Background: an optimization exercise with open tools, aiming at a short achievable clock period and few clock cycles. Do not read the settings as production practice.
At most, simulation tests tie the RTL to the original design; equivalence was not proved.
Only the layout flow was run in runs 1 and 2; the RTL was not checked for function there.
Power is estimated from default activity; no workload was simulated.

`flow/run.sh`:
```
#!/bin/bash
# synth_recipe.tcl (not shown) runs the flow's synth.tcl, then flattens the netlist and writes it again
# the make line also repeats each setting of config.mk as NAME=value (left out here)
make -C /OpenROAD-flow-scripts/flow DESIGN_CONFIG=/design/flow/config.mk WORK_HOME=/design/flow/orfs CLKGATE_MAP_FILE= SYNTH_SCRIPT=/design/flow/synth_recipe.tcl finish
```
`flow/config.mk`:
```
export PLATFORM = sky130hd
export DESIGN_NAME = crc32_engine
export DESIGN_NICKNAME = crc32_engine
export VERILOG_FILES = /design/flow/design.v
export SDC_FILE = /design/flow/constraint.sdc
export NUM_CORES = 4
export LEC_CHECK = 0
export ABC_CLOCK_PERIOD_IN_PS = 500
export CAP_MARGIN = 20
export CORE_MARGIN = 2
export CORE_UTILIZATION = 40
export SETUP_SLACK_MARGIN = 4.5
export SLEW_MARGIN = 20
export TNS_END_PERCENT = 100
```
`flow/constraint.sdc`:
```
create_clock -name core_clock -period 6.0 [get_ports {clk}]
set_input_delay 1.2000 -clock core_clock [delete_from_list [all_inputs] [get_ports {clk}]]
set_output_delay 1.2000 -clock core_clock [all_outputs]
set_load 0.01 [all_outputs]
```
`flow/design.v`:
```
module crc32_rom (
    input  wire [7:0]  idx,
    output wire [31:0] data
);
    assign data[0] = idx[2];
    assign data[1] = idx[0] ^ idx[3];
    assign data[2] = idx[0] ^ idx[1] ^ idx[4];
    assign data[3] = idx[1] ^ idx[2] ^ idx[5];
    assign data[4] = idx[0] ^ idx[2] ^ idx[3] ^ idx[6];
    assign data[5] = idx[1] ^ idx[3] ^ idx[4] ^ idx[7];
    assign data[6] = idx[4] ^ idx[5];
    assign data[7] = idx[0] ^ idx[5] ^ idx[6];
    assign data[8] = idx[1] ^ idx[6] ^ idx[7];
    assign data[9] = idx[7];
    assign data[10] = idx[2];
    assign data[11] = idx[3];
    assign data[12] = idx[0] ^ idx[4];
    assign data[13] = idx[0] ^ idx[1] ^ idx[5];
    assign data[14] = idx[1] ^ idx[2] ^ idx[6];
    assign data[15] = idx[2] ^ idx[3] ^ idx[7];
    assign data[16] = idx[0] ^ idx[2] ^ idx[3] ^ idx[4];
    assign data[17] = idx[0] ^ idx[1] ^ idx[3] ^ idx[4] ^ idx[5];
    assign data[18] = idx[0] ^ idx[1] ^ idx[2] ^ idx[4] ^ idx[5] ^ idx[6];
    assign data[19] = idx[1] ^ idx[2] ^ idx[3] ^ idx[5] ^ idx[6] ^ idx[7];
    assign data[20] = idx[3] ^ idx[4] ^ idx[6] ^ idx[7];
    assign data[21] = idx[2] ^ idx[4] ^ idx[5] ^ idx[7];
    assign data[22] = idx[2] ^ idx[3] ^ idx[5] ^ idx[6];
    assign data[23] = idx[3] ^ idx[4] ^ idx[6] ^ idx[7];
    assign data[24] = idx[0] ^ idx[2] ^ idx[4] ^ idx[5] ^ idx[7];
    assign data[25] = idx[0] ^ idx[1] ^ idx[2] ^ idx[3] ^ idx[5] ^ idx[6];
    assign data[26] = idx[0] ^ idx[1] ^ idx[2] ^ idx[3] ^ idx[4] ^ idx[6] ^ idx[7];
    assign data[27] = idx[1] ^ idx[3] ^ idx[4] ^ idx[5] ^ idx[7];
    assign data[28] = idx[0] ^ idx[4] ^ idx[5] ^ idx[6];
    assign data[29] = idx[0] ^ idx[1] ^ idx[5] ^ idx[6] ^ idx[7];
    assign data[30] = idx[0] ^ idx[1] ^ idx[6] ^ idx[7];
    assign data[31] = idx[1] ^ idx[7];
endmodule
module crc32_engine (
    input  wire        clk,
    input  wire        rst,
    input  wire        cmd_valid,
    output wire        cmd_ready,
    input  wire [7:0]  cmd,
    input  wire [31:0] din,
    output wire [31:0] dout,
    output wire        err
);
    reg [31:0] x_q;       
    reg [31:0] y_q;       
    reg [31:0] w_q;       
    reg [2:0]  fold_q;    
    reg [31:0] dout_q;    
    reg        err_q;     
    reg        ready_q;   
    reg        rt_q;      
    reg [7:0]  idx_q;     
    wire is_nop  = (cmd == 8'h00);
    wire is_init = (cmd == 8'h10);
    wire is_load = (cmd == 8'h20);
    wire is_upd  = (cmd[7:2] == 6'b001100);
    wire is_rds  = (cmd == 8'h40);
    wire is_fin  = (cmd == 8'h50);
    wire is_rdt  = (cmd == 8'h60);
    wire legal   = is_nop | is_init | is_load | is_upd | is_rds | is_fin | is_rdt;
    wire accept  = cmd_valid & ready_q;
    wire full    = cmd[1] & cmd[0];
    wire fold    = |fold_q;
    wire upd     = accept & is_upd;
    wire short   = upd & ~full;
    wire x_keep  = ~(upd | (accept & (is_init | is_load)) | fold);
    wire [31:0] t4, c1, c2, c3;
    assign t4[0] = x_q[0] ^ x_q[1] ^ x_q[2] ^ x_q[3] ^ x_q[4] ^ x_q[6] ^ x_q[7] ^ x_q[8] ^ x_q[16] ^ x_q[20] ^ x_q[22] ^ x_q[23] ^ x_q[26];
    assign t4[1] = x_q[1] ^ x_q[2] ^ x_q[3] ^ x_q[4] ^ x_q[5] ^ x_q[7] ^ x_q[8] ^ x_q[9] ^ x_q[17] ^ x_q[21] ^ x_q[23] ^ x_q[24] ^ x_q[27];
    assign t4[2] = x_q[0] ^ x_q[2] ^ x_q[3] ^ x_q[4] ^ x_q[5] ^ x_q[6] ^ x_q[8] ^ x_q[9] ^ x_q[10] ^ x_q[18] ^ x_q[22] ^ x_q[24] ^ x_q[25] ^ x_q[28];
    assign t4[3] = x_q[1] ^ x_q[3] ^ x_q[4] ^ x_q[5] ^ x_q[6] ^ x_q[7] ^ x_q[9] ^ x_q[10] ^ x_q[11] ^ x_q[19] ^ x_q[23] ^ x_q[25] ^ x_q[26] ^ x_q[29];
    assign t4[4] = x_q[2] ^ x_q[4] ^ x_q[5] ^ x_q[6] ^ x_q[7] ^ x_q[8] ^ x_q[10] ^ x_q[11] ^ x_q[12] ^ x_q[20] ^ x_q[24] ^ x_q[26] ^ x_q[27] ^ x_q[30];
    assign t4[5] = x_q[0] ^ x_q[3] ^ x_q[5] ^ x_q[6] ^ x_q[7] ^ x_q[8] ^ x_q[9] ^ x_q[11] ^ x_q[12] ^ x_q[13] ^ x_q[21] ^ x_q[25] ^ x_q[27] ^ x_q[28] ^ x_q[31];
    assign t4[6] = x_q[0] ^ x_q[2] ^ x_q[3] ^ x_q[9] ^ x_q[10] ^ x_q[12] ^ x_q[13] ^ x_q[14] ^ x_q[16] ^ x_q[20] ^ x_q[23] ^ x_q[28] ^ x_q[29];
    assign t4[7] = x_q[1] ^ x_q[3] ^ x_q[4] ^ x_q[10] ^ x_q[11] ^ x_q[13] ^ x_q[14] ^ x_q[15] ^ x_q[17] ^ x_q[21] ^ x_q[24] ^ x_q[29] ^ x_q[30];
    assign t4[8] = x_q[0] ^ x_q[2] ^ x_q[4] ^ x_q[5] ^ x_q[11] ^ x_q[12] ^ x_q[14] ^ x_q[15] ^ x_q[16] ^ x_q[18] ^ x_q[22] ^ x_q[25] ^ x_q[30] ^ x_q[31];
    assign t4[9] = x_q[0] ^ x_q[2] ^ x_q[4] ^ x_q[5] ^ x_q[7] ^ x_q[8] ^ x_q[12] ^ x_q[13] ^ x_q[15] ^ x_q[17] ^ x_q[19] ^ x_q[20] ^ x_q[22] ^ x_q[31];
    assign t4[10] = x_q[0] ^ x_q[2] ^ x_q[4] ^ x_q[5] ^ x_q[7] ^ x_q[9] ^ x_q[13] ^ x_q[14] ^ x_q[18] ^ x_q[21] ^ x_q[22] ^ x_q[26];
    assign t4[11] = x_q[1] ^ x_q[3] ^ x_q[5] ^ x_q[6] ^ x_q[8] ^ x_q[10] ^ x_q[14] ^ x_q[15] ^ x_q[19] ^ x_q[22] ^ x_q[23] ^ x_q[27];
    assign t4[12] = x_q[2] ^ x_q[4] ^ x_q[6] ^ x_q[7] ^ x_q[9] ^ x_q[11] ^ x_q[15] ^ x_q[16] ^ x_q[20] ^ x_q[23] ^ x_q[24] ^ x_q[28];
    assign t4[13] = x_q[0] ^ x_q[3] ^ x_q[5] ^ x_q[7] ^ x_q[8] ^ x_q[10] ^ x_q[12] ^ x_q[16] ^ x_q[17] ^ x_q[21] ^ x_q[24] ^ x_q[25] ^ x_q[29];
    assign t4[14] = x_q[0] ^ x_q[1] ^ x_q[4] ^ x_q[6] ^ x_q[8] ^ x_q[9] ^ x_q[11] ^ x_q[13] ^ x_q[17] ^ x_q[18] ^ x_q[22] ^ x_q[25] ^ x_q[26] ^ x_q[30];
    assign t4[15] = x_q[1] ^ x_q[2] ^ x_q[5] ^ x_q[7] ^ x_q[9] ^ x_q[10] ^ x_q[12] ^ x_q[14] ^ x_q[18] ^ x_q[19] ^ x_q[23] ^ x_q[26] ^ x_q[27] ^ x_q[31];
    assign t4[16] = x_q[1] ^ x_q[4] ^ x_q[7] ^ x_q[10] ^ x_q[11] ^ x_q[13] ^ x_q[15] ^ x_q[16] ^ x_q[19] ^ x_q[22] ^ x_q[23] ^ x_q[24] ^ x_q[26] ^ x_q[27] ^ x_q[28];
    assign t4[17] = x_q[2] ^ x_q[5] ^ x_q[8] ^ x_q[11] ^ x_q[12] ^ x_q[14] ^ x_q[16] ^ x_q[17] ^ x_q[20] ^ x_q[23] ^ x_q[24] ^ x_q[25] ^ x_q[27] ^ x_q[28] ^ x_q[29];
    assign t4[18] = x_q[0] ^ x_q[3] ^ x_q[6] ^ x_q[9] ^ x_q[12] ^ x_q[13] ^ x_q[15] ^ x_q[17] ^ x_q[18] ^ x_q[21] ^ x_q[24] ^ x_q[25] ^ x_q[26] ^ x_q[28] ^ x_q[29] ^ x_q[30];
    assign t4[19] = x_q[0] ^ x_q[1] ^ x_q[4] ^ x_q[7] ^ x_q[10] ^ x_q[13] ^ x_q[14] ^ x_q[16] ^ x_q[18] ^ x_q[19] ^ x_q[22] ^ x_q[25] ^ x_q[26] ^ x_q[27] ^ x_q[29] ^ x_q[30] ^ x_q[31];
    assign t4[20] = x_q[0] ^ x_q[3] ^ x_q[4] ^ x_q[5] ^ x_q[6] ^ x_q[7] ^ x_q[11] ^ x_q[14] ^ x_q[15] ^ x_q[16] ^ x_q[17] ^ x_q[19] ^ x_q[22] ^ x_q[27] ^ x_q[28] ^ x_q[30] ^ x_q[31];
    assign t4[21] = x_q[0] ^ x_q[2] ^ x_q[3] ^ x_q[5] ^ x_q[12] ^ x_q[15] ^ x_q[17] ^ x_q[18] ^ x_q[22] ^ x_q[26] ^ x_q[28] ^ x_q[29] ^ x_q[31];
    assign t4[22] = x_q[2] ^ x_q[7] ^ x_q[8] ^ x_q[13] ^ x_q[18] ^ x_q[19] ^ x_q[20] ^ x_q[22] ^ x_q[26] ^ x_q[27] ^ x_q[29] ^ x_q[30];
    assign t4[23] = x_q[0] ^ x_q[3] ^ x_q[8] ^ x_q[9] ^ x_q[14] ^ x_q[19] ^ x_q[20] ^ x_q[21] ^ x_q[23] ^ x_q[27] ^ x_q[28] ^ x_q[30] ^ x_q[31];
    assign t4[24] = x_q[2] ^ x_q[3] ^ x_q[6] ^ x_q[7] ^ x_q[8] ^ x_q[9] ^ x_q[10] ^ x_q[15] ^ x_q[16] ^ x_q[21] ^ x_q[23] ^ x_q[24] ^ x_q[26] ^ x_q[28] ^ x_q[29] ^ x_q[31];
    assign t4[25] = x_q[1] ^ x_q[2] ^ x_q[6] ^ x_q[9] ^ x_q[10] ^ x_q[11] ^ x_q[17] ^ x_q[20] ^ x_q[23] ^ x_q[24] ^ x_q[25] ^ x_q[26] ^ x_q[27] ^ x_q[29] ^ x_q[30];
    assign t4[26] = x_q[2] ^ x_q[3] ^ x_q[7] ^ x_q[10] ^ x_q[11] ^ x_q[12] ^ x_q[18] ^ x_q[21] ^ x_q[24] ^ x_q[25] ^ x_q[26] ^ x_q[27] ^ x_q[28] ^ x_q[30] ^ x_q[31];
    assign t4[27] = x_q[0] ^ x_q[1] ^ x_q[2] ^ x_q[6] ^ x_q[7] ^ x_q[11] ^ x_q[12] ^ x_q[13] ^ x_q[16] ^ x_q[19] ^ x_q[20] ^ x_q[23] ^ x_q[25] ^ x_q[27] ^ x_q[28] ^ x_q[29] ^ x_q[31];
    assign t4[28] = x_q[0] ^ x_q[4] ^ x_q[6] ^ x_q[12] ^ x_q[13] ^ x_q[14] ^ x_q[16] ^ x_q[17] ^ x_q[21] ^ x_q[22] ^ x_q[23] ^ x_q[24] ^ x_q[28] ^ x_q[29] ^ x_q[30];
    assign t4[29] = x_q[0] ^ x_q[1] ^ x_q[5] ^ x_q[7] ^ x_q[13] ^ x_q[14] ^ x_q[15] ^ x_q[17] ^ x_q[18] ^ x_q[22] ^ x_q[23] ^ x_q[24] ^ x_q[25] ^ x_q[29] ^ x_q[30] ^ x_q[31];
    assign t4[30] = x_q[3] ^ x_q[4] ^ x_q[7] ^ x_q[14] ^ x_q[15] ^ x_q[18] ^ x_q[19] ^ x_q[20] ^ x_q[22] ^ x_q[24] ^ x_q[25] ^ x_q[30] ^ x_q[31];
    assign t4[31] = x_q[0] ^ x_q[1] ^ x_q[2] ^ x_q[3] ^ x_q[5] ^ x_q[6] ^ x_q[7] ^ x_q[15] ^ x_q[19] ^ x_q[21] ^ x_q[22] ^ x_q[25] ^ x_q[31];
    assign c1[0] = w_q[2] ^ w_q[8];
    assign c1[1] = w_q[0] ^ w_q[3] ^ w_q[9];
    assign c1[2] = w_q[0] ^ w_q[1] ^ w_q[4] ^ w_q[10];
    assign c1[3] = w_q[1] ^ w_q[2] ^ w_q[5] ^ w_q[11];
    assign c1[4] = w_q[0] ^ w_q[2] ^ w_q[3] ^ w_q[6] ^ w_q[12];
    assign c1[5] = w_q[1] ^ w_q[3] ^ w_q[4] ^ w_q[7] ^ w_q[13];
    assign c1[6] = w_q[4] ^ w_q[5] ^ w_q[14];
    assign c1[7] = w_q[0] ^ w_q[5] ^ w_q[6] ^ w_q[15];
    assign c1[8] = w_q[1] ^ w_q[6] ^ w_q[7] ^ w_q[16];
    assign c1[9] = w_q[7] ^ w_q[17];
    assign c1[10] = w_q[2] ^ w_q[18];
    assign c1[11] = w_q[3] ^ w_q[19];
    assign c1[12] = w_q[0] ^ w_q[4] ^ w_q[20];
    assign c1[13] = w_q[0] ^ w_q[1] ^ w_q[5] ^ w_q[21];
    assign c1[14] = w_q[1] ^ w_q[2] ^ w_q[6] ^ w_q[22];
    assign c1[15] = w_q[2] ^ w_q[3] ^ w_q[7] ^ w_q[23];
    assign c1[16] = w_q[0] ^ w_q[2] ^ w_q[3] ^ w_q[4] ^ w_q[24];
    assign c1[17] = w_q[0] ^ w_q[1] ^ w_q[3] ^ w_q[4] ^ w_q[5] ^ w_q[25];
    assign c1[18] = w_q[0] ^ w_q[1] ^ w_q[2] ^ w_q[4] ^ w_q[5] ^ w_q[6] ^ w_q[26];
    assign c1[19] = w_q[1] ^ w_q[2] ^ w_q[3] ^ w_q[5] ^ w_q[6] ^ w_q[7] ^ w_q[27];
    assign c1[20] = w_q[3] ^ w_q[4] ^ w_q[6] ^ w_q[7] ^ w_q[28];
    assign c1[21] = w_q[2] ^ w_q[4] ^ w_q[5] ^ w_q[7] ^ w_q[29];
    assign c1[22] = w_q[2] ^ w_q[3] ^ w_q[5] ^ w_q[6] ^ w_q[30];
    assign c1[23] = w_q[3] ^ w_q[4] ^ w_q[6] ^ w_q[7] ^ w_q[31];
    assign c1[24] = w_q[0] ^ w_q[2] ^ w_q[4] ^ w_q[5] ^ w_q[7];
    assign c1[25] = w_q[0] ^ w_q[1] ^ w_q[2] ^ w_q[3] ^ w_q[5] ^ w_q[6];
    assign c1[26] = w_q[0] ^ w_q[1] ^ w_q[2] ^ w_q[3] ^ w_q[4] ^ w_q[6] ^ w_q[7];
    assign c1[27] = w_q[1] ^ w_q[3] ^ w_q[4] ^ w_q[5] ^ w_q[7];
    assign c1[28] = w_q[0] ^ w_q[4] ^ w_q[5] ^ w_q[6];
    assign c1[29] = w_q[0] ^ w_q[1] ^ w_q[5] ^ w_q[6] ^ w_q[7];
    assign c1[30] = w_q[0] ^ w_q[1] ^ w_q[6] ^ w_q[7];
    assign c1[31] = w_q[1] ^ w_q[7];
    assign c2[0] = w_q[0] ^ w_q[4] ^ w_q[6] ^ w_q[7] ^ w_q[10] ^ w_q[16];
    assign c2[1] = w_q[1] ^ w_q[5] ^ w_q[7] ^ w_q[8] ^ w_q[11] ^ w_q[17];
    assign c2[2] = w_q[2] ^ w_q[6] ^ w_q[8] ^ w_q[9] ^ w_q[12] ^ w_q[18];
    assign c2[3] = w_q[3] ^ w_q[7] ^ w_q[9] ^ w_q[10] ^ w_q[13] ^ w_q[19];
    assign c2[4] = w_q[4] ^ w_q[8] ^ w_q[10] ^ w_q[11] ^ w_q[14] ^ w_q[20];
    assign c2[5] = w_q[5] ^ w_q[9] ^ w_q[11] ^ w_q[12] ^ w_q[15] ^ w_q[21];
    assign c2[6] = w_q[0] ^ w_q[4] ^ w_q[7] ^ w_q[12] ^ w_q[13] ^ w_q[22];
    assign c2[7] = w_q[1] ^ w_q[5] ^ w_q[8] ^ w_q[13] ^ w_q[14] ^ w_q[23];
    assign c2[8] = w_q[0] ^ w_q[2] ^ w_q[6] ^ w_q[9] ^ w_q[14] ^ w_q[15] ^ w_q[24];
    assign c2[9] = w_q[1] ^ w_q[3] ^ w_q[4] ^ w_q[6] ^ w_q[15] ^ w_q[25];
    assign c2[10] = w_q[2] ^ w_q[5] ^ w_q[6] ^ w_q[10] ^ w_q[26];
    assign c2[11] = w_q[3] ^ w_q[6] ^ w_q[7] ^ w_q[11] ^ w_q[27];
    assign c2[12] = w_q[0] ^ w_q[4] ^ w_q[7] ^ w_q[8] ^ w_q[12] ^ w_q[28];
    assign c2[13] = w_q[0] ^ w_q[1] ^ w_q[5] ^ w_q[8] ^ w_q[9] ^ w_q[13] ^ w_q[29];
    assign c2[14] = w_q[1] ^ w_q[2] ^ w_q[6] ^ w_q[9] ^ w_q[10] ^ w_q[14] ^ w_q[30];
    assign c2[15] = w_q[2] ^ w_q[3] ^ w_q[7] ^ w_q[10] ^ w_q[11] ^ w_q[15] ^ w_q[31];
    assign c2[16] = w_q[0] ^ w_q[3] ^ w_q[6] ^ w_q[7] ^ w_q[8] ^ w_q[10] ^ w_q[11] ^ w_q[12];
    assign c2[17] = w_q[0] ^ w_q[1] ^ w_q[4] ^ w_q[7] ^ w_q[8] ^ w_q[9] ^ w_q[11] ^ w_q[12] ^ w_q[13];
    assign c2[18] = w_q[1] ^ w_q[2] ^ w_q[5] ^ w_q[8] ^ w_q[9] ^ w_q[10] ^ w_q[12] ^ w_q[13] ^ w_q[14];
    assign c2[19] = w_q[0] ^ w_q[2] ^ w_q[3] ^ w_q[6] ^ w_q[9] ^ w_q[10] ^ w_q[11] ^ w_q[13] ^ w_q[14] ^ w_q[15];
    assign c2[20] = w_q[0] ^ w_q[1] ^ w_q[3] ^ w_q[6] ^ w_q[11] ^ w_q[12] ^ w_q[14] ^ w_q[15];
    assign c2[21] = w_q[1] ^ w_q[2] ^ w_q[6] ^ w_q[10] ^ w_q[12] ^ w_q[13] ^ w_q[15];
    assign c2[22] = w_q[2] ^ w_q[3] ^ w_q[4] ^ w_q[6] ^ w_q[10] ^ w_q[11] ^ w_q[13] ^ w_q[14];
    assign c2[23] = w_q[3] ^ w_q[4] ^ w_q[5] ^ w_q[7] ^ w_q[11] ^ w_q[12] ^ w_q[14] ^ w_q[15];
    assign c2[24] = w_q[0] ^ w_q[5] ^ w_q[7] ^ w_q[8] ^ w_q[10] ^ w_q[12] ^ w_q[13] ^ w_q[15];
    assign c2[25] = w_q[1] ^ w_q[4] ^ w_q[7] ^ w_q[8] ^ w_q[9] ^ w_q[10] ^ w_q[11] ^ w_q[13] ^ w_q[14];
    assign c2[26] = w_q[2] ^ w_q[5] ^ w_q[8] ^ w_q[9] ^ w_q[10] ^ w_q[11] ^ w_q[12] ^ w_q[14] ^ w_q[15];
    assign c2[27] = w_q[0] ^ w_q[3] ^ w_q[4] ^ w_q[7] ^ w_q[9] ^ w_q[11] ^ w_q[12] ^ w_q[13] ^ w_q[15];
    assign c2[28] = w_q[0] ^ w_q[1] ^ w_q[5] ^ w_q[6] ^ w_q[7] ^ w_q[8] ^ w_q[12] ^ w_q[13] ^ w_q[14];
    assign c2[29] = w_q[1] ^ w_q[2] ^ w_q[6] ^ w_q[7] ^ w_q[8] ^ w_q[9] ^ w_q[13] ^ w_q[14] ^ w_q[15];
    assign c2[30] = w_q[2] ^ w_q[3] ^ w_q[4] ^ w_q[6] ^ w_q[8] ^ w_q[9] ^ w_q[14] ^ w_q[15];
    assign c2[31] = w_q[3] ^ w_q[5] ^ w_q[6] ^ w_q[9] ^ w_q[15];
    assign c3[0] = w_q[0] ^ w_q[8] ^ w_q[12] ^ w_q[14] ^ w_q[15] ^ w_q[18] ^ w_q[24];
    assign c3[1] = w_q[0] ^ w_q[1] ^ w_q[9] ^ w_q[13] ^ w_q[15] ^ w_q[16] ^ w_q[19] ^ w_q[25];
    assign c3[2] = w_q[0] ^ w_q[1] ^ w_q[2] ^ w_q[10] ^ w_q[14] ^ w_q[16] ^ w_q[17] ^ w_q[20] ^ w_q[26];
    assign c3[3] = w_q[1] ^ w_q[2] ^ w_q[3] ^ w_q[11] ^ w_q[15] ^ w_q[17] ^ w_q[18] ^ w_q[21] ^ w_q[27];
    assign c3[4] = w_q[0] ^ w_q[2] ^ w_q[3] ^ w_q[4] ^ w_q[12] ^ w_q[16] ^ w_q[18] ^ w_q[19] ^ w_q[22] ^ w_q[28];
    assign c3[5] = w_q[0] ^ w_q[1] ^ w_q[3] ^ w_q[4] ^ w_q[5] ^ w_q[13] ^ w_q[17] ^ w_q[19] ^ w_q[20] ^ w_q[23] ^ w_q[29];
    assign c3[6] = w_q[1] ^ w_q[2] ^ w_q[4] ^ w_q[5] ^ w_q[6] ^ w_q[8] ^ w_q[12] ^ w_q[15] ^ w_q[20] ^ w_q[21] ^ w_q[30];
    assign c3[7] = w_q[2] ^ w_q[3] ^ w_q[5] ^ w_q[6] ^ w_q[7] ^ w_q[9] ^ w_q[13] ^ w_q[16] ^ w_q[21] ^ w_q[22] ^ w_q[31];
    assign c3[8] = w_q[3] ^ w_q[4] ^ w_q[6] ^ w_q[7] ^ w_q[8] ^ w_q[10] ^ w_q[14] ^ w_q[17] ^ w_q[22] ^ w_q[23];
    assign c3[9] = w_q[0] ^ w_q[4] ^ w_q[5] ^ w_q[7] ^ w_q[9] ^ w_q[11] ^ w_q[12] ^ w_q[14] ^ w_q[23];
    assign c3[10] = w_q[1] ^ w_q[5] ^ w_q[6] ^ w_q[10] ^ w_q[13] ^ w_q[14] ^ w_q[18];
    assign c3[11] = w_q[0] ^ w_q[2] ^ w_q[6] ^ w_q[7] ^ w_q[11] ^ w_q[14] ^ w_q[15] ^ w_q[19];
    assign c3[12] = w_q[1] ^ w_q[3] ^ w_q[7] ^ w_q[8] ^ w_q[12] ^ w_q[15] ^ w_q[16] ^ w_q[20];
    assign c3[13] = w_q[0] ^ w_q[2] ^ w_q[4] ^ w_q[8] ^ w_q[9] ^ w_q[13] ^ w_q[16] ^ w_q[17] ^ w_q[21];
    assign c3[14] = w_q[0] ^ w_q[1] ^ w_q[3] ^ w_q[5] ^ w_q[9] ^ w_q[10] ^ w_q[14] ^ w_q[17] ^ w_q[18] ^ w_q[22];
    assign c3[15] = w_q[1] ^ w_q[2] ^ w_q[4] ^ w_q[6] ^ w_q[10] ^ w_q[11] ^ w_q[15] ^ w_q[18] ^ w_q[19] ^ w_q[23];
    assign c3[16] = w_q[2] ^ w_q[3] ^ w_q[5] ^ w_q[7] ^ w_q[8] ^ w_q[11] ^ w_q[14] ^ w_q[15] ^ w_q[16] ^ w_q[18] ^ w_q[19] ^ w_q[20];
    assign c3[17] = w_q[0] ^ w_q[3] ^ w_q[4] ^ w_q[6] ^ w_q[8] ^ w_q[9] ^ w_q[12] ^ w_q[15] ^ w_q[16] ^ w_q[17] ^ w_q[19] ^ w_q[20] ^ w_q[21];
    assign c3[18] = w_q[1] ^ w_q[4] ^ w_q[5] ^ w_q[7] ^ w_q[9] ^ w_q[10] ^ w_q[13] ^ w_q[16] ^ w_q[17] ^ w_q[18] ^ w_q[20] ^ w_q[21] ^ w_q[22];
    assign c3[19] = w_q[2] ^ w_q[5] ^ w_q[6] ^ w_q[8] ^ w_q[10] ^ w_q[11] ^ w_q[14] ^ w_q[17] ^ w_q[18] ^ w_q[19] ^ w_q[21] ^ w_q[22] ^ w_q[23];
    assign c3[20] = w_q[3] ^ w_q[6] ^ w_q[7] ^ w_q[8] ^ w_q[9] ^ w_q[11] ^ w_q[14] ^ w_q[19] ^ w_q[20] ^ w_q[22] ^ w_q[23];
    assign c3[21] = w_q[4] ^ w_q[7] ^ w_q[9] ^ w_q[10] ^ w_q[14] ^ w_q[18] ^ w_q[20] ^ w_q[21] ^ w_q[23];
    assign c3[22] = w_q[0] ^ w_q[5] ^ w_q[10] ^ w_q[11] ^ w_q[12] ^ w_q[14] ^ w_q[18] ^ w_q[19] ^ w_q[21] ^ w_q[22];
    assign c3[23] = w_q[0] ^ w_q[1] ^ w_q[6] ^ w_q[11] ^ w_q[12] ^ w_q[13] ^ w_q[15] ^ w_q[19] ^ w_q[20] ^ w_q[22] ^ w_q[23];
    assign c3[24] = w_q[0] ^ w_q[1] ^ w_q[2] ^ w_q[7] ^ w_q[8] ^ w_q[13] ^ w_q[15] ^ w_q[16] ^ w_q[18] ^ w_q[20] ^ w_q[21] ^ w_q[23];
    assign c3[25] = w_q[1] ^ w_q[2] ^ w_q[3] ^ w_q[9] ^ w_q[12] ^ w_q[15] ^ w_q[16] ^ w_q[17] ^ w_q[18] ^ w_q[19] ^ w_q[21] ^ w_q[22];
    assign c3[26] = w_q[2] ^ w_q[3] ^ w_q[4] ^ w_q[10] ^ w_q[13] ^ w_q[16] ^ w_q[17] ^ w_q[18] ^ w_q[19] ^ w_q[20] ^ w_q[22] ^ w_q[23];
    assign c3[27] = w_q[3] ^ w_q[4] ^ w_q[5] ^ w_q[8] ^ w_q[11] ^ w_q[12] ^ w_q[15] ^ w_q[17] ^ w_q[19] ^ w_q[20] ^ w_q[21] ^ w_q[23];
    assign c3[28] = w_q[4] ^ w_q[5] ^ w_q[6] ^ w_q[8] ^ w_q[9] ^ w_q[13] ^ w_q[14] ^ w_q[15] ^ w_q[16] ^ w_q[20] ^ w_q[21] ^ w_q[22];
    assign c3[29] = w_q[5] ^ w_q[6] ^ w_q[7] ^ w_q[9] ^ w_q[10] ^ w_q[14] ^ w_q[15] ^ w_q[16] ^ w_q[17] ^ w_q[21] ^ w_q[22] ^ w_q[23];
    assign c3[30] = w_q[6] ^ w_q[7] ^ w_q[10] ^ w_q[11] ^ w_q[12] ^ w_q[14] ^ w_q[16] ^ w_q[17] ^ w_q[22] ^ w_q[23];
    assign c3[31] = w_q[7] ^ w_q[11] ^ w_q[13] ^ w_q[14] ^ w_q[17] ^ w_q[23];
    wire [31:0] s_cur = t4 ^ y_q;
    wire [31:0] dmask = din & {{8{cmd[1] & cmd[0]}}, {8{cmd[1]}},
                               {8{cmd[1] | cmd[0]}}, 8'hFF};
    wire [31:0] s_in  = t4 ^ (y_q ^ dmask);
    wire [31:0] t_rd;
    crc32_rom u_rom (.idx(idx_q), .data(t_rd));
    always @(posedge clk) begin
        idx_q <= din[7:0];
        if (short)
            w_q <= s_in;
        if (rst) begin
            x_q     <= 32'h00000000;
            y_q     <= 32'hFFFFFFFF;
            fold_q  <= 3'b000;
            dout_q  <= 32'h00000000;
            err_q   <= 1'b0;
            ready_q <= 1'b0;
            rt_q    <= 1'b0;
        end else begin
            ready_q <= ~(short | (accept & is_rdt));
            rt_q    <= accept & is_rdt;
            fold_q  <= {3{upd}} &
                       {cmd[1:0] == 2'd2, cmd[1:0] == 2'd1, cmd[1:0] == 2'd0};
            if (accept & ~legal)
                err_q <= 1'b1;
            x_q <= ({32{upd}} & s_in) | ({32{x_keep}} & x_q);
            if (upd)
                y_q <= 32'h00000000;
            else if (accept & is_init)
                y_q <= 32'hFFFFFFFF;
            else if (accept & is_load)
                y_q <= din;
            else if (fold)
                y_q <= ({32{fold_q[0]}} & c1) | ({32{fold_q[1]}} & c2) |
                       ({32{fold_q[2]}} & c3);
            if (accept & is_rds)
                dout_q <= s_cur;
            else if (accept & is_fin)
                dout_q <= ~s_cur;
            else if (rt_q)
                dout_q <= t_rd;
        end
    end
    assign cmd_ready = ready_q;
    assign dout      = dout_q;
    assign err       = err_q;
endmodule
```
==> metrics.cfg, run 1 <==
[routing]
final_antenna_net_count=0
drc_errors=0
vias_per_cell=6.100
drt_iter0_drc=1419
vias=11750
routedWlPerCell_um=31.12
drt_wl_total_mm=59.97
dr.pass1.iters=6

[critical_path]
endpoint_kind=flop
path_max_fanout=7
crit_required_ps=6330
worstSetupPathType=flop to flop
critPathArrivalTime_ps=3230
start_kind=flop

[timing]
period_minus_slack_ps=2904
worst_slew_pin_slew_ps=1066
setup_violations=0
min_period_over_period_pct=48.40
fmax_ghz=0.3443
hold_viol=0
worst_clock_skew_ps=19.65
grt_setup_unrepaired=true
tns_ps=0
finalMaxSlewViolations=0
relSlewSlack_pct=28.96

[die]
die_w_um=181.1
placement_rows=64
die_height_um=181.1
coreArea_um2=30750
dieArea_um2=32800
start_util_pct=40.80
boundaryPins=77

[synthesis]
synthXorXnorAreaFrac_pct=51.22
synth_mux_area_share_pct=3.271
synth-edff-count=32
synth_top_area_share_pct=23.87
ys_seq_area_share_pct=25.21
yosys.cell_types.count=51
synthAdderAreaFrac_pct=0
synth.avg_cell_area_um2=10.46
synth_top_family_by_area=XOR/XNOR gates
ys_async_sr_fraction_pct=0
synth_ff_type=dfxtp_1
synth-compound-area-share_pct=11.42
synth_fp_nets=1243
synthCells=1200
synth-seq-cells=142
synth_warnings=1
synthSimpleGateAreaFrac_pct=5.116
yosys.area.top_type=xnor2_1
yosys-top-cells-area=xnor2_1, dfxtp_1, xnor3_1
netlist_area_um2=12550

[finish]
stdcell_count=1927
drive_gt1_share_pct=53.10
insertedDiodeCount=0
nets=1561
layout_common_cells=xnor2_1, buf_4, buf_6
syn2layout_area_growth_pct=65.34
layout_commonest_cell=xnor2_1

[global_routing]
use_met3_pct=8.345
track_usage_pct=33.68
grtUsageMet2_pct=52.93
grtUsageMet1_pct=42.86
grt_pass1_vias=11190
grt_max_degree=47
grt_pass1_wl_mm=79.49
antenna_found_initial=1
grt.busiest_layer=met2
grt-ovfl-total=0

[min_path]
hold_path_class=flop to flop

[clock_tree]
htreeDepth=4
clkLatencyLatePin_ps=450
cts_hold_buf=0
cts_root_buf=clkbuf_16
clockBufferDepth=2
clkTransAtPathRegs_ps=70
cts_tree=yes
cts_sinks=142
cts-buffers-inserted=17

[status]
status=no timing/DRC/antenna violations

[power]
netSwitchingFraction_pct=30.99
p_int_w=0.001766
switching_power_w=0.0007931
powerDensity_nw_per_um2=123.3
leakagePower_nw=8.432
peakVddDrop_uv=180.3
pwr-share-comb_pct=16.2
pwr-share-clk_pct=45.2
seqPwrFrac_pct=38.6

[flow_run]
cap_violations=0

[placement]
placedCellCount=1578
place_hpwl_mm=34.89
port_buffers=76
place_congestion=0.9252

## cells by family after synthesis
logic type	count (synthesis)
muxes	41
xor gates and xnor gates	569
DFF	142
and+or+nand+nor	144
buffers and inverters	111
AOI/OAI and AO/OA	193
## timing repair
item,CTS,global route
setup endpoints to repair,201,204
resized for setup,584,181
pin swaps,145,160
buffers inserted,198,98
cloned,17,4
## registers in the layout, summed over array words and instances (netlist names)
signal   flops
fold_q       3
x_q         32
y_q         32
ready_q      1
idx_q        8
w_q         32
dout_q      32
rt_q         1
err_q        1
## final timing paths
check	from	endpoint	slack (ps)	depth (start not counted)
worst min-delay path	y_q[14]	y_q[14]	520	2
worst max-delay path	w_q[13]	y_q[28]	3100	7
worst max register to register	w_q[13]	y_q[28]	3100	7
worst min register to register	y_q[14]	y_q[14]	520	2
## metal layers
layer	vias up	wire length (µm)
met1	5712	21430
met4	2	5001
met2	956	26530
met5	-	13
met3	301	6992
li1	4783	-
## worst max-delay path, cell delays in order (launching register included)
cell,delay (ps)
edfxtp_1,430
buf_12,180
xor3_2,420
xnor3_1,370
xor2_1,170
a222oi_1,710
a21oi_1,200
a221o_1,320
## layout make-up
| class | instances | area, µm² |
|---|---|---|
| multi-input combinational | 956 | 12040 |
| fill | 2034 | 10000 |
| timing repair buffer | 399 | 4232 |
| sequential | 142 | 3326 |
| tap | 396 | 495.5 |
| clock buffer | 18 | 450.4 |
| clock inverter | 14 | 190.2 |
| inverter | 2 | 7.507 |
## power groups by stage
| stage | Sequential (W) | Combinational [W] | Clock (W) |
|---|---|---|---|
| after floorplan | 0.00101 | 0.000182 | 0 |
| after global placement | 0.00102 | 0.000275 | 0 |
| after detailed placement | 0.00102 | 0.000275 | 0 |
| after CTS | 0.000988 | 0.000360 | 0.00115 |
| after global routing | 0.000988 | 0.000423 | 0.00119 |
| final | 0.000987 | 0.000415 | 0.00116 |
## cells in the mapped netlist (all sizes together), types with 30 or more instances
master / number
buf: 33
a22o: 30
clkbuf: 76
mux2i: 41
nor2: 53
xnor3: 81
xor2: 124
a21oi: 44
nand2: 47
xnor2: 350
edfxtp: 32
dfxtp: 110
## per-stage QoR
| step | setup slack (ps) | utilization [%] | area (µm²) | hold WS [ps] | total power (W) |
|---|---|---|---|---|---|
| final | 3096 | 67.46 | 20740 | 523.9 | 0.002559 |
| after global routing | 2993 | 67.46 | 20740 | 539.0 | 0.002602 |
| after CTS | 3278 | 61.17 | 18810 | 512.8 | 0.002496 |
| after detailed placement | 1642 | 45.88 | 14110 | 465.1 | 0.001297 |
| after floorplan | 2733 | - | 13580 | 440.6 | 0.001195 |
| after global placement | 1771 | 45.88 | 14110 | 461.2 | 0.001298 |
==> inputs of run 2 (changes only) <==
--- a/flow/config.mk
+++ b/flow/config.mk
@@ -5,10 +5,10 @@
 export SDC_FILE = /design/flow/constraint.sdc
 export NUM_CORES = 4
 export LEC_CHECK = 0
-export ABC_CLOCK_PERIOD_IN_PS = 500
+export ABC_CLOCK_PERIOD_IN_PS = 1000
 export CAP_MARGIN = 20
 export CORE_MARGIN = 2
 export CORE_UTILIZATION = 40
-export SETUP_SLACK_MARGIN = 4.5
+export SETUP_SLACK_MARGIN = 4.3
 export SLEW_MARGIN = 20
 export TNS_END_PERCENT = 100
==> run 2 against run 1 <==
- still clean
- synthesized area stayed put
- sequential share of layout area is 0.25 points higher
- sequential cell count unchanged
- power down 2.8%
- critical endpoint is now y_q[7]
- largest power group unchanged
==> metrics.cfg, run 2 <==
[finish]
layout_common_cells=xnor2_1, buf_4, buf_6
layout_commonest_cell=xnor2_1
final_cell_area_um2=20440  ; -1.4%
drive_gt1_share_pct=52.91  ; -0.20 points
syn2layout_area_growth_pct=62.94
final_core_util_pct=66.49  ; -0.98 points
nets=1544  ; -1.1%
stdcell_count=1913  ; -0.73%

[global_routing]
antenna_found_initial=2  ; +1
grt_max_degree=47  ; unchanged
grt-ovfl-total=0  ; unchanged
grt_pass1_vias=11160  ; -0.25%
track_usage_pct=33.08  ; -0.60 points
grt_pass1_wl_mm=78.28  ; -1.5%

[die]
die_height_um=181.1  ; unchanged
die_w_um=181.1  ; unchanged
coreArea_um2=30750  ; unchanged
dieArea_um2=32800  ; unchanged
placement_rows=64  ; unchanged
boundaryPins=77  ; unchanged
start_util_pct=40.80  ; unchanged

[synthesis]
synth_fp_nets=1243  ; unchanged
synth_warnings=1  ; unchanged
synth_common_cells=xnor2_1, xor2_1, dfxtp_1
synth-edff-count=32  ; unchanged
synth.avg_cell_area_um2=10.46  ; unchanged
synth_ff_type=dfxtp_1
netlist_area_um2=12550  ; unchanged
synth_top_area_share_pct=23.87  ; unchanged
yosys-top-cells-area=xnor2_1, dfxtp_1, xnor3_1
synthCells=1200  ; unchanged
ys_async_sr_fraction_pct=0  ; unchanged
yosys.cell_types.count=51  ; unchanged
ys_seq_area_share_pct=25.21  ; unchanged
synth_most_common_cell=xnor2_1
yosys.area.top_type=xnor2_1
synth-seq-cells=142  ; unchanged

[timing]
setup_violations=0  ; unchanged
worst_clock_skew_ps=18.91  ; -0.7425 ps
timing.final.ws_setup_ps=3158  ; +62.52 ps
worst_slew_pin_slew_ps=1067  ; +0.9080 ps
fmax_ghz=0.3519  ; +2.2%
hold_viol=0  ; unchanged
grt_setup_unrepaired=true
min_period_over_period_pct=47.36  ; -1.0 points
period_minus_slack_ps=2842  ; -62.52 ps
tns_ps=0  ; unchanged
finalMaxSlewViolations=0  ; unchanged
relSlewSlack_pct=28.90  ; -0.060 points

[min_path]
hold_path_class=flop to flop

[clock_tree]
clkTransAtPathRegs_ps=70  ; about the same
cts-buffers-inserted=17  ; unchanged
cts_sinks=142  ; unchanged
clkLatencyLatePin_ps=440  ; about the same
htreeDepth=4  ; unchanged
cts_root_buf=clkbuf_16
cts_tree=yes
clockBufferDepth=2  ; unchanged

[critical_path]
path_max_fanout=3  ; -4
cp-startpoint=w_q[22]
crit_required_ps=6330  ; about the same
cp-endpoint=y_q[7]
r2r_slack_ps=3160  ; +60 ps
worstSetupPathType=flop to flop
endpoint_kind=flop
start_kind=flop
critPathArrivalTime_ps=3170  ; -60 ps
worst_r2r_startpoint=w_q[22]
timing.rr.end=y_q[7]
reg2reg_depth=6  ; -1

[placement]
port_buffers=76  ; unchanged
placedCellCount=1576  ; -0.13%
place_hpwl_mm=34.75  ; -0.41%
place_congestion=0.9344  ; +0.99%
dpl_cell_area_um2=14040  ; -0.46%
pre_cts_ws_ps=1591  ; -50.59 ps

[power]
peakVddDrop_uv=175.8  ; -2.5%
leakagePower_nw=8.187  ; -2.9%
powerDensity_nw_per_um2=121.6  ; -1.4%

[flow_run]
cap_violations=0  ; unchanged

[routing]
vias_per_cell=6.110  ; +0.17%
drc_errors=0  ; unchanged
vias=11690  ; -0.56%
drt_wl_total_mm=60.26  ; +0.49%
routedWlPerCell_um=31.50  ; +1.2%
drt_iter0_drc=1546  ; +8.9%
dr.pass1.iters=8  ; +2
final_antenna_net_count=0  ; unchanged

[status]
status=no timing/DRC/antenna violations

==> run 2: cell counts after synthesis <==
No cell type changed its count.
==> run 2: timing repair <==
item                                   in CTS  in global routing
setup endpoints to repair                 200                200
hold buffers                                0                  0
gates resized for setup                   590                203
endpoints found under the hold margin       0                  0
setup buffers                             199                 84
gates cloned                               14                  5
pin swaps                                 131                136
==> run 2: cell type report <==
type / instances / area, µm²
diodes: 3 / 7.507
clock buffers: 18 / 439.2
clock inverters: 14 / 120.1
fillers: 2100 / 10300
inverters: 2 / 7.507
multi-input cells: 956 / 12010
flip-flops and latches: 142 / 3329
well taps: 396 / 495.5
repair buffers: 382 / 4035
==> run 2: power by group <==
part / switching (W) / total [W] / internal [W]
combinational: 0.000222 / 0.000422 / 0.000200
sequential: 0.0000148 / 0.000987 / 0.000972
clock: 0.000522 / 0.00108 / 0.000556
==> run 2: cell families (layout without fill, tap and decap cells) <==
group	after synthesis	in the layout	synth area share, %
other cells	0	3	0
mux	41	41	3.271
buf+inv	111	416	3.769
xor+xnor	569	569	51.22
flops	142	142	25.21
simple gates	144	153	5.116
compound gates	193	193	11.42
==> run 2: worst min path at each step <==
stage                from         end  slack [ps]  cells past startpoint
4_1_cts           y_q[14]     y_q[14]         510                      2
2_1_floorplan     y_q[14]     y_q[14]         440                      2
6_report       dout_q[20]  dout_q[20]         510                      2
3_3_place_gp      y_q[14]     y_q[14]         490                      2
5_1_grt            y_q[9]      y_q[9]         540                      1
3_5_place_dp        err_q       err_q         490                      2
==> run 2: stage by stage <==
step,power [W],hold WS (ps)
after floorplan,0.001195,440.6
after global placement,0.001299,489.3
after detailed placement,0.001297,485.8
after CTS,0.002403,507.4
after global routing,0.002533,539.2
final,0.002487,509.5
==> run 2: critical path, stage by stage, from the launching register on <==
cell      delay, ps
edfxtp_1        550
xnor3_2         550
xor2_2          270
xnor2_1         120
a222oi_1        730
a211oi_1        200
a211o_1         300
==> run 2: metal layers <==
layer  wire length [µm]  global-route usage [%]  vias to the layer above
met5                  9                       0                        -
met4               4977                   18.67                        2
met3               6804                   8.264                      294
li1                   -                       -                     4727
met1              21750                   42.06                     5727
met2              26720                   51.45                      938
==> inputs of run 3 (changes only) <==
--- a/flow/design.v
+++ b/flow/design.v
@@ -45,29 +45,37 @@
     output wire [31:0] dout,
     output wire        err
 );
+    localparam [31:0] X_INIT = 32'h9226F562;
     reg [31:0] x_q;       
     reg [31:0] y_q;       
     reg [31:0] w_q;       
     reg [2:0]  fold_q;    
+    reg        rst_q;     
+    reg        keep_q;    
     reg [31:0] dout_q;    
     reg        err_q;     
     reg        ready_q;   
     reg        rt_q;      
     reg [7:0]  idx_q;     
-    wire is_nop  = (cmd == 8'h00);
-    wire is_init = (cmd == 8'h10);
-    wire is_load = (cmd == 8'h20);
-    wire is_upd  = (cmd[7:2] == 6'b001100);
-    wire is_rds  = (cmd == 8'h40);
-    wire is_fin  = (cmd == 8'h50);
-    wire is_rdt  = (cmd == 8'h60);
-    wire legal   = is_nop | is_init | is_load | is_upd | is_rds | is_fin | is_rdt;
-    wire accept  = cmd_valid & ready_q;
+    wire zhi     = ~cmd[7] & ~cmd[3] & ~cmd[2];
+    wire zlo     = ~cmd[1] & ~cmd[0];
     wire full    = cmd[1] & cmd[0];
-    wire fold    = |fold_q;
-    wire upd     = accept & is_upd;
-    wire short   = upd & ~full;
-    wire x_keep  = ~(upd | (accept & (is_init | is_load)) | fold);
+    wire op_upd  = zhi & ~cmd[6] &  cmd[5] &  cmd[4];
+    wire op_init = zhi & ~cmd[6] & ~cmd[5] &  cmd[4] & zlo;
+    wire op_load = zhi & ~cmd[6] &  cmd[5] & ~cmd[4] & zlo;
+    wire op_xy   = zhi & ~cmd[6] & (cmd[5] | cmd[4]) & ((cmd[5] & cmd[4]) | zlo);
+    wire op_rds  = zhi &  cmd[6] & ~cmd[5] & ~cmd[4] & zlo;
+    wire op_fin  = zhi &  cmd[6] & ~cmd[5] &  cmd[4] & zlo;
+    wire op_rdt  = zhi &  cmd[6] &  cmd[5] & ~cmd[4] & zlo;
+    wire op_nop  = zhi & ~cmd[6] & ~cmd[5] & ~cmd[4] & zlo;
+    wire legal   = op_xy | op_rds | op_fin | op_rdt | op_nop;
+    wire acc     = cmd_valid & ready_q;
+    wire upd     = acc & op_upd;
+    wire x_set   = (acc & op_init) | rst_q;
+    wire y_load  = acc & op_load;
+    wire xy_keep = keep_q & ~(acc & op_xy);
+    wire go      = acc & ~rst;
+    wire d_keep  = ~rst & ~rt_q & ~(go & (op_rds | op_fin));
     wire [31:0] t4, c1, c2, c3;
     assign t4[0] = x_q[0] ^ x_q[1] ^ x_q[2] ^ x_q[3] ^ x_q[4] ^ x_q[6] ^ x_q[7] ^ x_q[8] ^ x_q[16] ^ x_q[20] ^ x_q[22] ^ x_q[23] ^ x_q[26];
     assign t4[1] = x_q[1] ^ x_q[2] ^ x_q[3] ^ x_q[4] ^ x_q[5] ^ x_q[7] ^ x_q[8] ^ x_q[9] ^ x_q[17] ^ x_q[21] ^ x_q[23] ^ x_q[24] ^ x_q[27];
@@ -204,41 +212,20 @@
     wire [31:0] t_rd;
     crc32_rom u_rom (.idx(idx_q), .data(t_rd));
     always @(posedge clk) begin
-        idx_q <= din[7:0];
-        if (short)
-            w_q <= s_in;
-        if (rst) begin
-            x_q     <= 32'h00000000;
-            y_q     <= 32'hFFFFFFFF;
-            fold_q  <= 3'b000;
-            dout_q  <= 32'h00000000;
-            err_q   <= 1'b0;
-            ready_q <= 1'b0;
-            rt_q    <= 1'b0;
-        end else begin
-            ready_q <= ~(short | (accept & is_rdt));
-            rt_q    <= accept & is_rdt;
-            fold_q  <= {3{upd}} &
-                       {cmd[1:0] == 2'd2, cmd[1:0] == 2'd1, cmd[1:0] == 2'd0};
-            if (accept & ~legal)
-                err_q <= 1'b1;
-            x_q <= ({32{upd}} & s_in) | ({32{x_keep}} & x_q);
-            if (upd)
-                y_q <= 32'h00000000;
-            else if (accept & is_init)
-                y_q <= 32'hFFFFFFFF;
-            else if (accept & is_load)
-                y_q <= din;
-            else if (fold)
-                y_q <= ({32{fold_q[0]}} & c1) | ({32{fold_q[1]}} & c2) |
-                       ({32{fold_q[2]}} & c3);
-            if (accept & is_rds)
-                dout_q <= s_cur;
-            else if (accept & is_fin)
-                dout_q <= ~s_cur;
-            else if (rt_q)
-                dout_q <= t_rd;
-        end
+        idx_q   <= din[7:0];
+        w_q     <= s_in;
+        rst_q   <= rst;
+        keep_q  <= ~rst & ~(acc & op_upd & ~full);
+        fold_q  <= {3{~rst & upd}} &
+                   {cmd[1:0] == 2'd2, cmd[1:0] == 2'd1, cmd[1:0] == 2'd0};
+        x_q     <= ({32{upd}} & s_in) | ({32{x_set}} & X_INIT) | ({32{xy_keep}} & x_q);
+        y_q     <= ({32{y_load}} & din) | ({32{fold_q[0]}} & c1) | ({32{fold_q[1]}} & c2) |
+                   ({32{fold_q[2]}} & c3) | ({32{xy_keep}} & y_q);
+        dout_q  <= ({32{go & op_rds}} & s_cur) | ({32{go & op_fin}} & ~s_cur) |
+                   ({32{~rst & rt_q}} & t_rd) | ({32{d_keep}} & dout_q);
+        err_q   <= ~rst & (err_q | (go & ~legal));
+        ready_q <= ~rst & ~(go & ((op_upd & ~full) | op_rdt));
+        rt_q    <= go & op_rdt;
     end
     assign cmd_ready = ready_q;
     assign dout      = dout_q;
==> flow/flow/run.sh (new file) <==
#!/bin/bash
# Standard layout (the standard.sh, which runs the standard synthesis
# script), with more slow cells kept out of synthesis and repair: three-input
# XORs, high-stack OR/NOR/AND-OR cells and the like. Registers are untouched
# (flip-flops are mapped before ABC and none of them is in the list).
set -euo pipefail
PL=$(cat flow/platform_dont_use.txt)
EXTRA=$(cat flow/extra_dont_use.txt)
bash standard.sh "DONT_USE_CELLS=$PL $EXTRA" finish > standard.log 2>&1
==> flow/flow/extra_dont_use.txt (new file) <==
sky130_fd_sc_hd__a2111o_1 sky130_fd_sc_hd__a2111o_2 sky130_fd_sc_hd__a2111o_4 sky130_fd_sc_hd__a2111oi_0 sky130_fd_sc_hd__a2111oi_1 sky130_fd_sc_hd__a2111oi_2 sky130_fd_sc_hd__a2111oi_4 sky130_fd_sc_hd__a222oi_1 sky130_fd_sc_hd__a41o_1 sky130_fd_sc_hd__a41o_2 sky130_fd_sc_hd__a41o_4 sky130_fd_sc_hd__a41oi_1 sky130_fd_sc_hd__a41oi_2 sky130_fd_sc_hd__a41oi_4 sky130_fd_sc_hd__nor4_1 sky130_fd_sc_hd__nor4_2 sky130_fd_sc_hd__nor4_4 sky130_fd_sc_hd__nor4b_1 sky130_fd_sc_hd__nor4b_2 sky130_fd_sc_hd__nor4b_4 sky130_fd_sc_hd__nor4bb_1 sky130_fd_sc_hd__nor4bb_2 sky130_fd_sc_hd__nor4bb_4 sky130_fd_sc_hd__o2111a_1 sky130_fd_sc_hd__o2111a_2 sky130_fd_sc_hd__o2111a_4 sky130_fd_sc_hd__o2111ai_1 sky130_fd_sc_hd__o2111ai_2 sky130_fd_sc_hd__o2111ai_4 sky130_fd_sc_hd__o41a_1 sky130_fd_sc_hd__o41a_2 sky130_fd_sc_hd__o41a_4 sky130_fd_sc_hd__o41ai_1 sky130_fd_sc_hd__o41ai_2 sky130_fd_sc_hd__o41ai_4 sky130_fd_sc_hd__or3_1 sky130_fd_sc_hd__or3_2 sky130_fd_sc_hd__or3_4 sky130_fd_sc_hd__or3b_1 sky130_fd_sc_hd__or3b_2 sky130_fd_sc_hd__or3b_4 sky130_fd_sc_hd__or4_1 sky130_fd_sc_hd__or4_2 sky130_fd_sc_hd__or4_4 sky130_fd_sc_hd__or4b_1 sky130_fd_sc_hd__or4b_2 sky130_fd_sc_hd__or4b_4 sky130_fd_sc_hd__or4bb_1 sky130_fd_sc_hd__or4bb_2 sky130_fd_sc_hd__or4bb_4 sky130_fd_sc_hd__xnor3_1 sky130_fd_sc_hd__xnor3_2 sky130_fd_sc_hd__xnor3_4 sky130_fd_sc_hd__xor3_1 sky130_fd_sc_hd__xor3_2 sky130_fd_sc_hd__xor3_4  sky130_fd_sc_hd__a211oi_1 sky130_fd_sc_hd__a211oi_2 sky130_fd_sc_hd__a211oi_4 sky130_fd_sc_hd__a221o_1 sky130_fd_sc_hd__a221o_2 sky130_fd_sc_hd__a221o_4 sky130_fd_sc_hd__a221oi_1 sky130_fd_sc_hd__a221oi_2 sky130_fd_sc_hd__a221oi_4 sky130_fd_sc_hd__a311o_1 sky130_fd_sc_hd__a311o_2 sky130_fd_sc_hd__a311o_4 sky130_fd_sc_hd__a311oi_1 sky130_fd_sc_hd__a311oi_2 sky130_fd_sc_hd__a311oi_4 sky130_fd_sc_hd__a32o_1 sky130_fd_sc_hd__a32o_2 sky130_fd_sc_hd__a32o_4 sky130_fd_sc_hd__a32oi_1 sky130_fd_sc_hd__a32oi_2 sky130_fd_sc_hd__a32oi_4 sky130_fd_sc_hd__and4_1 sky130_fd_sc_hd__and4_2 sky130_fd_sc_hd__and4_4 sky130_fd_sc_hd__and4b_1 sky130_fd_sc_hd__and4b_2 sky130_fd_sc_hd__and4b_4 sky130_fd_sc_hd__and4bb_1 sky130_fd_sc_hd__and4bb_2 sky130_fd_sc_hd__and4bb_4 sky130_fd_sc_hd__mux4_1 sky130_fd_sc_hd__mux4_2 sky130_fd_sc_hd__mux4_4 sky130_fd_sc_hd__nand4_1 sky130_fd_sc_hd__nand4_2 sky130_fd_sc_hd__nand4_4 sky130_fd_sc_hd__nand4b_1 sky130_fd_sc_hd__nand4b_2 sky130_fd_sc_hd__nand4b_4 sky130_fd_sc_hd__nand4bb_1 sky130_fd_sc_hd__nand4bb_2 sky130_fd_sc_hd__nand4bb_4 sky130_fd_sc_hd__nor3_1 sky130_fd_sc_hd__nor3_2 sky130_fd_sc_hd__nor3_4 sky130_fd_sc_hd__nor3b_1 sky130_fd_sc_hd__nor3b_2 sky130_fd_sc_hd__nor3b_4 sky130_fd_sc_hd__o211ai_1 sky130_fd_sc_hd__o211ai_2 sky130_fd_sc_hd__o211ai_4 sky130_fd_sc_hd__o221a_1 sky130_fd_sc_hd__o221a_2 sky130_fd_sc_hd__o221a_4 sky130_fd_sc_hd__o221ai_1 sky130_fd_sc_hd__o221ai_2 sky130_fd_sc_hd__o221ai_4 sky130_fd_sc_hd__o311a_1 sky130_fd_sc_hd__o311a_2 sky130_fd_sc_hd__o311a_4 sky130_fd_sc_hd__o311ai_0 sky130_fd_sc_hd__o311ai_1 sky130_fd_sc_hd__o311ai_2 sky130_fd_sc_hd__o311ai_4 sky130_fd_sc_hd__o32a_1 sky130_fd_sc_hd__o32a_2 sky130_fd_sc_hd__o32a_4 sky130_fd_sc_hd__o32ai_1 sky130_fd_sc_hd__o32ai_2 sky130_fd_sc_hd__o32ai_4 
==> flow/flow/platform_dont_use.txt (new file) <==
sky130_fd_sc_hd__lpflow_bleeder_1 sky130_fd_sc_hd__lpflow_clkbufkapwr_1 sky130_fd_sc_hd__lpflow_clkbufkapwr_16 sky130_fd_sc_hd__lpflow_clkbufkapwr_2 sky130_fd_sc_hd__lpflow_clkbufkapwr_4 sky130_fd_sc_hd__lpflow_clkbufkapwr_8 sky130_fd_sc_hd__lpflow_clkinvkapwr_1 sky130_fd_sc_hd__lpflow_clkinvkapwr_16 sky130_fd_sc_hd__lpflow_clkinvkapwr_2 sky130_fd_sc_hd__lpflow_clkinvkapwr_4 sky130_fd_sc_hd__lpflow_clkinvkapwr_8 sky130_fd_sc_hd__lpflow_decapkapwr_12 sky130_fd_sc_hd__lpflow_decapkapwr_3 sky130_fd_sc_hd__lpflow_decapkapwr_4 sky130_fd_sc_hd__lpflow_decapkapwr_6 sky130_fd_sc_hd__lpflow_decapkapwr_8 sky130_fd_sc_hd__lpflow_inputiso0n_1 sky130_fd_sc_hd__lpflow_inputiso0p_1 sky130_fd_sc_hd__lpflow_inputiso1n_1 sky130_fd_sc_hd__lpflow_inputiso1p_1 sky130_fd_sc_hd__lpflow_inputisolatch_1 sky130_fd_sc_hd__lpflow_isobufsrc_1 sky130_fd_sc_hd__lpflow_isobufsrc_16 sky130_fd_sc_hd__lpflow_isobufsrc_2 sky130_fd_sc_hd__lpflow_isobufsrc_4 sky130_fd_sc_hd__lpflow_isobufsrc_8 sky130_fd_sc_hd__lpflow_isobufsrckapwr_16 sky130_fd_sc_hd__lpflow_lsbuf_lh_hl_isowell_tap_1 sky130_fd_sc_hd__lpflow_lsbuf_lh_hl_isowell_tap_2 sky130_fd_sc_hd__lpflow_lsbuf_lh_hl_isowell_tap_4 sky130_fd_sc_hd__lpflow_lsbuf_lh_isowell_4 sky130_fd_sc_hd__lpflow_lsbuf_lh_isowell_tap_1 sky130_fd_sc_hd__lpflow_lsbuf_lh_isowell_tap_2 sky130_fd_sc_hd__lpflow_lsbuf_lh_isowell_tap_4 sky130_fd_sc_hd__probe_p_8 sky130_fd_sc_hd__probec_p_8 
==> flow/standard.sh (new file) <==
#!/bin/bash
# synth_recipe.tcl (not shown) runs the flow's synth.tcl, then flattens the netlist and writes it again
# the make line also repeats each setting of config.mk as NAME=value (left out here)
make -C /OpenROAD-flow-scripts/flow DESIGN_CONFIG=/design/flow/config.mk WORK_HOME=/design/flow/orfs CLKGATE_MAP_FILE= SYNTH_SCRIPT=/design/flow/synth_recipe.tcl "${@:-finish}"
--- a/flow/config.mk
+++ b/flow/config.mk
@@ -9,6 +9,8 @@
 export CAP_MARGIN = 20
 export CORE_MARGIN = 2
 export CORE_UTILIZATION = 40
+export CTS_CLUSTER_DIAMETER = 60
+export CTS_CLUSTER_SIZE = 30
 export SETUP_SLACK_MARGIN = 4.3
 export SLEW_MARGIN = 20
 export TNS_END_PERCENT = 100
removed: flow/run.sh
==> run 3 against run 2 <==
- clock-buffer cell count did not move
- wire length fell by 1.4%
- critical path depth rose by 2
- clock skew fell by 6.3 ps
- combinational power rose to 21 times the previous value
==> metrics.cfg, run 3 <==
[clock_tree]
clkLatencyLatePin_ps=460  ; +20 ps
cts_tree=yes
cts_root_buf=clkbuf_16
cts_sinks=144  ; +1.4%
htreeDepth=4  ; unchanged
clkTransAtPathRegs_ps=70  ; about the same
clockBufferDepth=2  ; unchanged
cts-buffers-inserted=17  ; unchanged
cts_hold_buf=0  ; unchanged

[synthesis]
yosys.cell_types.count=36  ; -29%
synth_ff_type=dfxtp_1
synth_common_cells=xnor2_1, dfxtp_1, xor2_1
synth_top_area_share_pct=40.54  ; +17 points
synth_fp_nets=1338  ; +7.6%
netlist_area_um2=11690  ; -6.8%
ys_seq_area_share_pct=24.66  ; -0.55 points
synthCells=1295  ; +7.9%
yosys.area.top_type=xnor2_1
ys_async_sr_fraction_pct=0  ; unchanged
synth-seq-cells=144  ; +1.4%
synth_warnings=1  ; unchanged
yosys-top-cells-area=xnor2_1, dfxtp_1, xor2_1
synth-edff-count=0  ; -100%
synth_most_common_cell=xnor2_1
synth.avg_cell_area_um2=9.026  ; -14%

[timing]
min_period_over_period_pct=40.44  ; -6.9 points
tns_ps=0  ; unchanged
finalMaxSlewViolations=0  ; unchanged
worst_slew_pin_slew_ps=764.0  ; -302.6 ps
hold_viol=0  ; unchanged
setup_violations=0  ; unchanged
timing.final.ws_setup_ps=3573  ; +415.1 ps
worst_clock_skew_ps=12.61  ; -6.299 ps
fmax_ghz=0.4121  ; +17%
relSlewSlack_pct=48.70  ; +20 points
period_minus_slack_ps=2427  ; -415.1 ps
grt_setup_unrepaired=true

[critical_path]
critPathArrivalTime_ps=2740  ; -430 ps
endpoint_kind=flop
worstSetupPathType=primary input to flop
timing.rr.end=dout_q[22]
worst_r2r_startpoint=x_q[29]
r2r_slack_ps=3670  ; +510 ps
crit_required_ps=6320  ; about the same
crit_path_max_incr_delay_ps=300  ; -430 ps
reg2reg_depth=8  ; +2
crit_path_top_delay_cell=a22o_1
start_kind=primary input
path_max_fanout=7  ; +4
crit_chain=buf_6 -> and3b_1 -> and3b_2 -> nand2_2 -> and2_4 -> buf_4 -> clkbuf_16 -> a22o_1

[routing]
drt_iter0_drc=1316  ; -15%
routedWlPerCell_um=30.14  ; -4.3%
final_antenna_net_count=0  ; unchanged
drc_errors=0  ; unchanged
dr.pass1.iters=6  ; -2
drt_wl_total_mm=59.40  ; -1.4%
vias_per_cell=5.800  ; -5.1%
vias=11430  ; -2.2%

[min_path]
hold_path_class=flop to flop
worstHoldStart=dout_q[17]
hold_depth=2  ; unchanged
hold_end=dout_q[17]

[finish]
insertedDiodeCount=0  ; -3
nets=1618  ; +4.8%
multi_input_area_um2=11790  ; -1.8%
stdcell_count=1971  ; +3.0%
fillers=1863  ; -11%
final-seq-area_um2=3088  ; -7.3%
final_core_util_pct=68.84  ; +2.3 points
final_cell_area_um2=19760  ; -3.4%
syn2layout_area_growth_pct=69.03
drive_gt1_share_pct=54.32  ; +1.4 points
layout_commonest_cell=xnor2_1
layout_common_cells=xnor2_1, buf_4, xnor2_2

[power]
peakVddDrop_uv=633.5  ; +260%
pwr-share-comb_pct=76.4  ; +59 points
netSwitchingFraction_pct=47.40  ; +17 points
seqPwrFrac_pct=13.6  ; -26 points
p_int_w=0.006082  ; +250%
leakagePower_nw=7.725  ; -5.6%
pwr-share-clk_pct=9.9  ; -33 points
powerDensity_nw_per_um2=585.2  ; +380%
switching_power_w=0.005480  ; +620%

[global_routing]
grt_pass1_wl_mm=75.03  ; -4.2%
track_usage_pct=33.92  ; +0.84 points
grt-ovfl-total=0  ; unchanged
antenna_found_initial=1  ; -1
grt_pass1_vias=10890  ; -2.5%
grt_max_degree=33  ; -30%

[flow_run]
cap_violations=0  ; unchanged

[die]
die_height_um=174.9  ; -3.4%
dieArea_um2=30610  ; -6.7%
placement_rows=62  ; -3.1%
coreArea_um2=28700  ; -6.7%
die_w_um=174.9  ; -3.4%
start_util_pct=40.72  ; -0.080 points
boundaryPins=77  ; unchanged

[placement]
placedCellCount=1665  ; +5.6%
pre_cts_ws_ps=1806  ; +215.1 ps
port_buffers=76  ; unchanged
dpl_cell_area_um2=12930  ; -7.9%
place_hpwl_mm=31.83  ; -8.4%
place_congestion=0.9599  ; +2.7%

[status]
status=no timing/DRC/antenna violations

==> run 3: cell count changes in the layout (fill, tap and decap cells not counted), sizes merged, moves of 26 or more <==
cell,previous run,this run
edfxtp,32,0
nand2,49,104
xnor3,81,0
nor2,55,20
xnor2,350,564
dfxtp,110,144
a22oi,4,61
mux2i,41,1
a211oi,26,0
==> run 3: cell families (layout without fill, tap and decap cells) <==
group	count (synthesis)	after routing	share of synthesized area [%]
compound gates	175	176	9.998
fa+ha+maj	1	1	0.08564
buf+inv	108	395	4.453
xor+xnor	696	696	54.37
mux	1	1	0.08564
flops	144	144	24.66
simple gates	170	174	6.348
==> run 3: worst max-delay path, delay by kind of cell <==
family,cells,cell delay [ps]
AND/OR/NAND/NOR,4,750
AO/OA/AOI/OAI,1,300
buffers and inverters,3,460
==> run 3: layout make-up <==
type                            instances  area share, %
Multi-Input combinational cell       1048          59.67
Timing Repair Buffer                  362          19.23
Sequential cell                       144          15.63
Tap cell                              384          2.432
Clock buffer                           18          2.172
Clock inverter                         13         0.8233
Inverter                                2        0.03800
==> run 3: timing repair <==
action / 4_1_cts / 5_1_grt
gates resized for setup: 725 / 172
pin swaps: 156 / 134
buffers inserted: 173 / 84
cloned: 15 / 3
endpoints found under the setup margin: 169 / 169
endpoints found under the hold margin: 0 / 0
==> run 3: worst max-delay path by stage <==
stage	from	endpoint	depth (start not counted)
after floorplan	cmd[1]	dout_q[30]	9
after global placement	cmd[1]	y_q[8]	9
after detailed placement	cmd[1]	y_q[8]	9
after CTS	cmd[6]	y_q[25]	9
after global routing	cmd[6]	x_q[20]	8
final	cmd[6]	x_q[20]	8
==> run 3: per-stage QoR <==
| stage | hold slack, ps | power [W] |
|---|---|---|
| global route | 524.3 | 0.01199 |
| detailed placement | 463.8 | 0.008539 |
| floorplan | 442.9 | 0.007018 |
| CTS | 478.0 | 0.01079 |
| global placement | 457.9 | 0.008524 |
| finish | 503.4 | 0.01156 |
==> run 3: layer usage <==
| metal | part of all wire [%] | global-route usage (%) |
|---|---|---|
| met5 | 0 | 0 |
| met4 | 8.9 | 22.64 |
| met3 | 8.5 | 6.027 |
| met2 | 47 | 56.34 |
| met1 | 36 | 40.14 |
==> run 3: power groups by stage <==
stage          registers, W  logic, W  clock network (W)
2_1_floorplan       0.00116   0.00586                  0
3_3_place_gp        0.00154   0.00698                  0
3_5_place_dp        0.00153   0.00701                  0
4_1_cts             0.00157   0.00811            0.00111
5_1_grt             0.00157   0.00924            0.00118
6_report            0.00158   0.00884            0.00115
Testbench counts of run 3, summed over its fixed seeds: cycles 6,042.

-- separate check: timing with driven ports --
The flow's constraints put no driver on any port. The routed layouts listed below were extracted and timed again, unchanged, in two steps. Step 1: set_driving_cell puts a clkbuf_16 on clk and a buf_2 on each other input, an assumption about the parent block. Step 2 also shifts input and output timing later by t, the mid clock arrival at the registers, as if the neighbouring blocks saw the same clock. a / b / c = ideal ports / drivers / drivers and shift; a / b = the first two.
run | t (ns) | setup slack, ns | worst slew at a driven data input, ns
run 1 | 0.493 | 3.096 / 3.096 / 2.735 | 0.07
run 2 | 0.484 | 3.158 / 3.158 / 2.708 | 0.07
run 3 | 0.505 | 3.573 / 3.589 / 3.084 | 0.06
After both steps setup and hold are still met in every run listed. For run 3, which loses most, drivers alone change the setup slack by +0.016 ns; drivers and shift together by -0.489 ns.
